From an optimization exercise on the open Yosys and OpenROAD flow, aimed at small area, a short achievable clock period and few clock cycles per item; shortcuts taken in it are not production practice. RTL that was checked went through simulation tests only; none was proved equivalent to the original. No activity file was given, so power comes from the tool's default toggle rates.

Design etrle_enc, start of the top module:
module etrle_enc (
    input  wire       clk,
    input  wire       rst,
    input  wire       in_valid,
    output wire       in_ready,
    input  wire [7:0] in_data,
    input  wire       in_last,     
    input  wire       in_empty,    
    output wire       out_valid,
    input  wire       out_ready,
    output wire [7:0] out_data
);
Size in the first run: roughly 1300 flip-flops, about 24 I/O pins, about 28000 um2 of cells after synthesis.
make LEC_CHECK=0 CAP_MARGIN=20 CORE_MARGIN=2 CORE_UTILIZATION=40 CTS_BUF_LIST=sky130_fd_sc_hd__clkbuf_8 CTS_CLUSTER_DIAMETER=60 CTS_CLUSTER_SIZE=18 PLACE_DENSITY=0.6 SETUP_SLACK_MARGIN=5 SLEW_MARGIN=20 finish   # period 8.0 ns
run.sh (not shown) runs the stock make flow with config.mk's settings and CLKGATE_MAP_FILE= SYNTH_SCRIPT=/design/flow/synth_recipe.tcl, a recipe that flattens the netlist after the stock synthesis.
The starting point passed the timing, design-rule and antenna checks.
Testbench counts at the start, summed over its fixed seeds: cycles 126,512, bytes 119,443.
Change:
CORE_UTILIZATION = 65   (was 40)
CTS_BUF_LIST = sky130_fd_sc_hd__clkbuf_16   (was sky130_fd_sc_hd__clkbuf_8)
CTS_CLUSTER_DIAMETER = 80   (was 60)
CTS_CLUSTER_SIZE = 32   (was 18)
PLACE_DENSITY = 0.75   (was 0.6)
=> Routed wire length climbs by a few percent. Fmax climbs slightly. Clock-buffer cell count drops by 38. Design area drops slightly. Setup slack gets better by 31 ps. Register-to-register slack hardly moves. Via count drops by a few percent. Sequential power is about the same. Global-route usage climbs by 6.6 points. Synthesized cell count is unchanged.
Change:
CORE_UTILIZATION = 40   (was 65)
PLACE_DENSITY = 0.6   (was 0.75)
Outcome: The new run ran to the end with no violations. Total power climbs by 1.0%. Wire length shrinks by 7.6%. Hold slack degrades by 9.3 ps. Via count grows by 0.55%. Setup slack gains 3.9 ps. Register-to-register slack is about the same. Area after synthesis is unchanged.
Change:
CTS_BUF_LIST = sky130_fd_sc_hd__clkbuf_8   (was sky130_fd_sc_hd__clkbuf_16)
CTS_CLUSTER_DIAMETER = 60   (was 80)
CTS_CLUSTER_SIZE = 18   (was 32)
SETUP_SLACK_MARGIN = default   (was 5)
Core utilization stays flat.
Total power decreases by 1.3%.
Final cell count increases by 1.7%.
Wire length increases by 2.0%.

========
build 97:
etrle_enc, a different RTL version from the one above (not shown whole).
Size in the first run: ~1600 cells after synthesis, roughly 24 I/O pins.
==> flow/design.v (excerpt) <==
module etrle_enc (
    input  wire       clk,
    input  wire       rst,
    input  wire       in_valid,
    output wire       in_ready,
    input  wire [7:0] in_data,
    input  wire       in_last,     
    input  wire       in_empty,    
    output wire       out_valid,
    input  wire       out_ready,
    output wire [7:0] out_data
);
clock: 8.0 ns
lec_check: 0
cap_margin: 20
core_margin: 2
core_utilization: 40
cts_buf_list: sky130_fd_sc_hd__clkbuf_16
cts_cluster_diameter: 80
cts_cluster_size: 32
place_density: 0.6
slew_margin: 20
Edits applied to the flow inputs when going from build 97 to build 11:
Settings: CTS_CLUSTER_DIAMETER changed from 80 to 60; CTS_CLUSTER_SIZE changed from 32 to 18; CTS_BUF_LIST changed from sky130_fd_sc_hd__clkbuf_16 to sky130_fd_sc_hd__clkbuf_8.
Results
- [compare] base=build 97 new=build 11: number of antenna violations at the first check in global routing moved up; number of logic stages on the critical path including buffering moved down; wire length on met1 moved down.
- Between build 97 and build 11, the difference in share of cell area taken by multi-input logic gates is negligible.
- Between build 97 and build 11, the cell area after layout figures differ only marginally.
- Worst hold slack across all endpoints: build 11 lower than build 97
- Worst max-slew margin expressed relative to the limit, build 97 and build 11, higher one = build 11.
- Build 11 vs build 97: clock-buffer cell count up in build 11
No run of this note included a check of the RTL's function; only the layout flow was run.

========
etrle_enc, a different RTL version from the one above (not shown whole).
Size in the first run: about 1600 cells after synthesis, ~24 I/O pins.
clock: 8.0 ns
lec_check: 0
cap_margin: 20
core_margin: 2
core_utilization: 40
cts_buf_list: sky130_fd_sc_hd__clkbuf_4
place_density: 0.6
slew_margin: 20
Testbench counts at the start, summed over its fixed seeds: cycles 126,512, bytes 119,443.
==> next run, changes <==
CTS_BUF_LIST = not set   (was sky130_fd_sc_hd__clkbuf_4)
Die area stays the same; first-iteration DRC count is lower by 0.78%; area after synthesis stays the same; maximum frequency is higher by 6.0%; cell area is higher by 0.92%; clock power is higher by 14%; worst setup slack gains 320 ps; sequential power barely changes; clock-buffer cell count is lower by 273.
==> next run, changes <==
CTS_BUF_LIST = sky130_fd_sc_hd__clkbuf_2 sky130_fd_sc_hd__clkbuf_4   (was not set)
After rerunning: Synthesized area is unchanged. Global-route usage came out higher by 0.70 points. Design area came out lower by 0.92%. Count of clock-buffer cells in the layout came out higher by 273. Critical path depth is unchanged. Total power came out lower by 5.4%. Worst setup slack got worse by 320 ps.

========
The RTL this note starts from:
==> flow/design.v <==
module etrle_enc (
    input  wire       clk,
    input  wire       rst,
    input  wire       in_valid,
    output wire       in_ready,
    input  wire [7:0] in_data,
    input  wire       in_last,     
    input  wire       in_empty,    
    output wire       out_valid,
    input  wire       out_ready,
    output wire [7:0] out_data
);
    localparam integer N  = 129;    
    localparam integer QW = 2;      
    reg  [9*N-1:0] ring;
    wire [8:0] tap = ring[9*N-1 -: 9];      
    wire [8:0] s0  = ring[8:0];             
    wire tap_v = tap[8];
    wire tap_p = !tap[8] && tap[0];
    wire s0_empty = !s0[8] && !s0[0];
    reg       r_v, r2_v;
    reg [7:0] r_d, r2_d;
    reg       r_nz, r2_nz;     
    reg       r_last, r_empty, r2_last, r2_empty;
    reg       in_rdy;
    reg       h_v;
    reg [7:0] h_d;
    reg       h_last, h_empty;
    reg       hz;          
    reg       rn126;       
    reg       lnz;         
    reg       run_lit, run_zero;
    reg [6:0] run_n;
    reg       doneP, doneDZ;
    reg [6:0]    lq [0:(1<<QW)-1];
    reg [QW:0]   lq_rd, lq_wr;      
    wire lq_full  = (lq_wr == {~lq_rd[QW], lq_rd[QW-1:0]});
    wire lq_empty = (lq_wr == lq_rd);
    reg [7:0] k;           
    reg       k1;          
    reg       rwait;       
    reg       flush;       
    reg [7:0] wcnt;
    reg       ov;
    reg [7:0] od;
    reg [7:0] oh;
    wire rnz    = r_nz;
    wire need_r = !h_empty && !h_last && hz;
    wire cls_ok = h_v && (!need_r || r_v);
    wire lit    = !h_empty && (!hz || (!h_last && lnz && rnz));
    wire zend   = h_last || rnz || (run_zero && rn126);
    wire [6:0] zn = run_zero ? run_n + 7'd1 : 7'd1;
    wire needP = lit && !run_lit;
    wire needZ = !h_empty && !lit && zend;
    wire needE = h_empty || h_last;
    wire selP  = needP && !doneP && !doneDZ;
    wire selDZ = !selP && (lit || needZ) && !doneDZ;
    wire selE  = !selP && !selDZ && needE;
    wire have_item = selP || selDZ || selE;
    wire is_last   = selE || (selDZ && !needE) || !have_item;
    wire [8:0] item = selP  ? 9'h001 :
                      selDZ ? (lit ? {1'b1, h_d} : {2'b11, zn}) :
                              9'h100;
    wire closeD = selDZ && lit && (rn126 || h_last);
    wire closeZ = !lit && !h_empty && run_lit && (needZ ? selDZ : !have_item);
    wire pushc  = closeD || closeZ;
    wire [6:0] push_val = closeD ? run_n + 7'd1 : run_n;
    wire sync   = !rwait;
    wire wr_ok  = s0_empty && (k1 || (sync && !(selDZ && lit)));
    wire commit = cls_ok && (!have_item || wr_ok) && (!pushc || !lq_full);
    wire push   = commit && pushc;
    wire write  = commit && have_item;
    wire advance = commit && is_last;
    wire take_r = r_v && (!h_v || advance);
    wire accept = in_valid && in_rdy;
    wire in_nz  = (in_data != 8'd0);
    assign in_ready = in_rdy;
    wire can_load = !ov || out_ready;
    wire act      = !flush && (!rwait || wcnt == 8'd0);
    wire rd_data  = act && tap_v && can_load;
    wire rd_ctrl  = act && tap_p && can_load && !lq_empty;
    wire stuck    = act && (tap_v || tap_p) && !rd_data && !rd_ctrl;
    wire cons     = rd_data || rd_ctrl || flush || rst;
    wire pop      = rd_ctrl;
    assign out_valid = ov;
    assign out_data  = od;
    integer i;
    always @(posedge clk) begin
        ring[9*N-1:18] <= ring[9*(N-1)-1:9];
        ring[17:9]     <= write ? item : s0;
        ring[8:0]      <= {tap[8] & ~cons, tap[7:1], tap[0] & ~cons};
        if (push) lq[lq_wr[QW-1:0]] <= push_val;
        if (take_r || !r_v) begin
            r_d     <= r2_v ? r2_d     : in_data;
            r_nz    <= r2_v ? r2_nz    : in_nz;
            r_last  <= r2_v ? r2_last  : in_last;
            r_empty <= r2_v ? r2_empty : in_empty;
        end
        if (!r2_v) begin
            r2_d     <= in_data;
            r2_nz    <= in_nz;
            r2_last  <= in_last;
            r2_empty <= in_empty;
        end
        if (take_r) begin
            h_d     <= r_d;
            hz      <= !r_nz;
            h_last  <= r_last;
            h_empty <= r_empty;
        end
        if (rd_data || rd_ctrl) begin
            od <= rd_data ? tap[7:0] : {1'b0, lq[lq_rd[QW-1:0]]};
            oh <= ~(rd_data ? tap[7:0] : {1'b0, lq[lq_rd[QW-1:0]]});
        end else begin
            od <= ~oh;
        end
        if (rst) begin
            r_v      <= 1'b0;
            r2_v     <= 1'b0;
            in_rdy   <= 1'b1;
            rn126    <= 1'b0;
            h_v      <= 1'b0;
            lnz      <= 1'b0;
            run_lit  <= 1'b0;
            run_zero <= 1'b0;
            doneP    <= 1'b0;
            doneDZ   <= 1'b0;
            lq_rd    <= 0;
            lq_wr    <= 0;
            k        <= 8'd0;
            k1       <= 1'b0;
            rwait    <= 1'b0;
            flush    <= 1'b1;
            wcnt     <= N - 2;
            ov       <= 1'b0;
        end else begin
            if (take_r) begin
                r_v  <= r2_v || accept;
                r2_v <= 1'b0;
                in_rdy <= 1'b1;
            end else if (accept) begin
                r_v  <= 1'b1;
                r2_v <= r_v;
                in_rdy <= !r_v;
            end
            if (take_r)       h_v <= 1'b1;
            else if (advance) h_v <= 1'b0;
            if (commit) begin
                if (selP) begin
                    doneP   <= 1'b1;
                    run_lit <= 1'b1;
                    run_n   <= 7'd0;
                    rn126   <= 1'b0;
                end else if (selDZ && lit) begin
                    doneDZ  <= 1'b1;
                    run_n   <= run_n + 7'd1;
                    rn126   <= (run_n == 7'd125);
                    if (closeD) run_lit <= 1'b0;
                end else if (selDZ) begin
                    doneDZ   <= 1'b1;
                    run_lit  <= 1'b0;
                    run_zero <= 1'b0;
                end else if (!have_item && !h_empty) begin
                    run_lit  <= 1'b0;
                    run_zero <= 1'b1;
                    run_n    <= zn;
                    rn126    <= run_zero ? (run_n == 7'd125) : 1'b0;
                end
                if (advance) begin
                    doneP  <= 1'b0;
                    doneDZ <= 1'b0;
                    lnz    <= !h_empty && !h_last && !hz;
                end
            end
            if (push) lq_wr <= lq_wr + 1'b1;
            if (pop)  lq_rd <= lq_rd + 1'b1;
            k  <= write ? 8'd1 : (k == N - 1) ? 8'd0 : k + 8'd1;
            k1 <= write || (k == 8'd0);
            if (flush) begin
                if (wcnt == 8'd0) flush <= 1'b0;
                else              wcnt  <= wcnt - 8'd1;
            end else if (stuck) begin
                rwait <= 1'b1;
                wcnt  <= N - 1;
            end else if (act) begin
                rwait <= 1'b0;
            end else begin
                wcnt <= wcnt - 8'd1;
            end
            if (rd_data || rd_ctrl) ov <= 1'b1;
            else if (out_ready)     ov <= 1'b0;
        end
    end
endmodule
Settings: LEC_CHECK=0, CAP_MARGIN=20, CORE_MARGIN=2, CORE_UTILIZATION=55, CTS_BUF_LIST=sky130_fd_sc_hd__clkbuf_16, CTS_CLUSTER_DIAMETER=80, CTS_CLUSTER_SIZE=32, PLACE_DENSITY=0.65, SLEW_MARGIN=20; clock period 8.0 ns.
standard.sh (not shown) runs the stock make flow with config.mk's settings and CLKGATE_MAP_FILE= SYNTH_SCRIPT=/design/flow/synth_recipe.tcl, a recipe that flattens the netlist after the stock synthesis.
==> flow/flow/run.sh <==
#!/bin/bash
set -o pipefail
export SETUP_SLACK_MARGIN=5.3
bash standard.sh 2>&1 | tee standard_flow.log
The first run finished clean.
Testbench counts at the start, summed over its fixed seeds: cycles 126,512, bytes 119,443.
Then changed:
==> flow/run.sh (new file) <==
#!/bin/bash
# synth_recipe.tcl (not shown) runs the flow's synth.tcl, then flattens the netlist and writes it again
# the make line also repeats each setting of config.mk as NAME=value (left out here)
make -C /OpenROAD-flow-scripts/flow DESIGN_CONFIG=/design/flow/config.mk WORK_HOME=/design/flow/orfs CLKGATE_MAP_FILE= SYNTH_SCRIPT=/design/flow/synth_recipe.tcl finish
- CORE_UTILIZATION: 55 -> 65
- PLACE_DENSITY: 0.65 -> 0.75
- SETUP_SLACK_MARGIN: unset -> 5
removed: flow/flow/run.sh
removed: flow/standard.sh
What happened: The new run passed the timing, design-rule and antenna checks. Power is lower by 1.2%. Core utilization goes up by 11 points. Worst setup slack is worse by 0.18 ns. Critical path depth stays the same. Cell area shrinks by 1.0%.
Then changed:
==> flow/flow/run.sh (new file) <==
#!/bin/bash
set -o pipefail
export SETUP_SLACK_MARGIN=5.3
bash standard.sh 2>&1 | tee standard_flow.log
==> flow/standard.sh (new file) <==
#!/bin/bash
# synth_recipe.tcl (not shown) runs the flow's synth.tcl, then flattens the netlist and writes it again
# the make line also repeats each setting of config.mk as NAME=value (left out here)
make -C /OpenROAD-flow-scripts/flow DESIGN_CONFIG=/design/flow/config.mk WORK_HOME=/design/flow/orfs CLKGATE_MAP_FILE= SYNTH_SCRIPT=/design/flow/synth_recipe.tcl "${@:-finish}"
- ABC_AREA: unset -> 1
- SETUP_SLACK_MARGIN: 5 -> unset
removed: flow/run.sh
Result: Final cell count grows by 6.5%; global-route usage went up by 0.65 points; total power barely changes; core utilization came out higher by 0.31 points; critical path depth does not change; register-to-register slack improved by 0.19 ns; die area stays flat; via count came out higher by 6.4%; non-clock buffer count stays the same.
Then changed:
==> flow/flow/run.sh (replaced) <==
#!/bin/bash
set -o pipefail
export SETUP_SLACK_MARGIN=5.6
bash standard.sh 2>&1 | tee standard_flow.log
- ABC_AREA: 1 -> unset
The changed run passed the timing, design-rule and antenna checks. Worst setup slack improved by 0.0064 ns. Via count decreases by a few percent. Routed wire length decreases by a few percent. Final area increases slightly. Global-route usage decreases by 0.82 points. Critical path depth does not change.
Then changed:
==> flow/flow/run.sh (replaced) <==
#!/bin/bash
set -o pipefail
export SETUP_SLACK_MARGIN=5.3
bash standard.sh 2>&1 | tee standard_flow.log
=> The changed run finished with timing, DRC and antenna clean; utilization went down by 0.58 points; total power barely changes; worst setup slack gains 0.010 ns; via count fell by 0.31%; die area stays the same; worst hold slack is better by 0.0035 ns; global-route usage is higher by 0.17 points.

re-timing with driven ports:
The flow's constraints put no driver on any port. The routed layouts listed below were extracted and timed again, unchanged, in two steps.
Step 1, drivers: a clkbuf_16 drives clk and a buf_2 each remaining input, both assumed.
Step 2 moves the port delays by t, midway between the first and last clock arrival at a register: inputs arrive t later, outputs are due t later. That takes back most of the time a late clock gives input paths.
Three values: ideal ports, drivers, drivers and shift; two values: the first two.
| run | shift t [ns] | setup WS [ns] | worst setup path after step 2 | clock arrival spread, ns |
|---|---|---|---|---|
| the first run of note 1 | 0.738 | 5.004 / 4.949 / 4.741 | input to register | 0.043 / 0.044 |
| the second run of note 1 | 0.649 | 5.035 / 4.981 / 4.765 | input to register | 0.035 / 0.035 |
| the third run of note 1 | 0.647 | 5.039 / 4.981 / 4.732 | input to register | 0.036 / 0.035 |
| the fourth run of note 1 | 0.740 | 4.602 / 4.547 / 4.733 | input to register | 0.041 / 0.042 |
| build 97 | 0.652 | 4.645 / 4.645 / 4.039 | input to register | 0.023 / 0.024 |
| build 11 | 0.737 | 4.627 / 4.573 / 4.029 | input to register | 0.029 / 0.030 |
| the first run of note 3 | 1.066 | 2.357 / 2.301 / 3.367 | register to output | 0.082 / 0.082 |
| the second run of note 3 | 0.698 | 2.678 / 2.621 / 3.319 | register to output | 0.027 / 0.026 |
| the third run of note 3 | 1.066 | 2.357 / 2.301 / 3.367 | register to output | 0.082 / 0.082 |
| the first run of note 4 | 0.656 | 5.285 / 5.230 / 4.806 | input to register | 0.022 / 0.022 |
| the second run of note 4 | 0.649 | 5.109 / 5.058 / 4.651 | input to register | 0.036 / 0.036 |
| the third run of note 4 | 0.659 | 5.265 / 5.207 / 4.719 | input to register | 0.023 / 0.023 |
| the fourth run of note 4 | 0.653 | 5.271 / 5.221 / 5.013 | input to register | 0.029 / 0.029 |
| the fifth run of note 4 | 0.649 | 5.282 / 5.230 / 4.773 | input to register | 0.034 / 0.035 |
After both steps setup and hold are still met in every run listed. For build 97, which loses most, drivers alone change the setup slack by 0.000 ns; drivers and shift together by -0.606 ns.
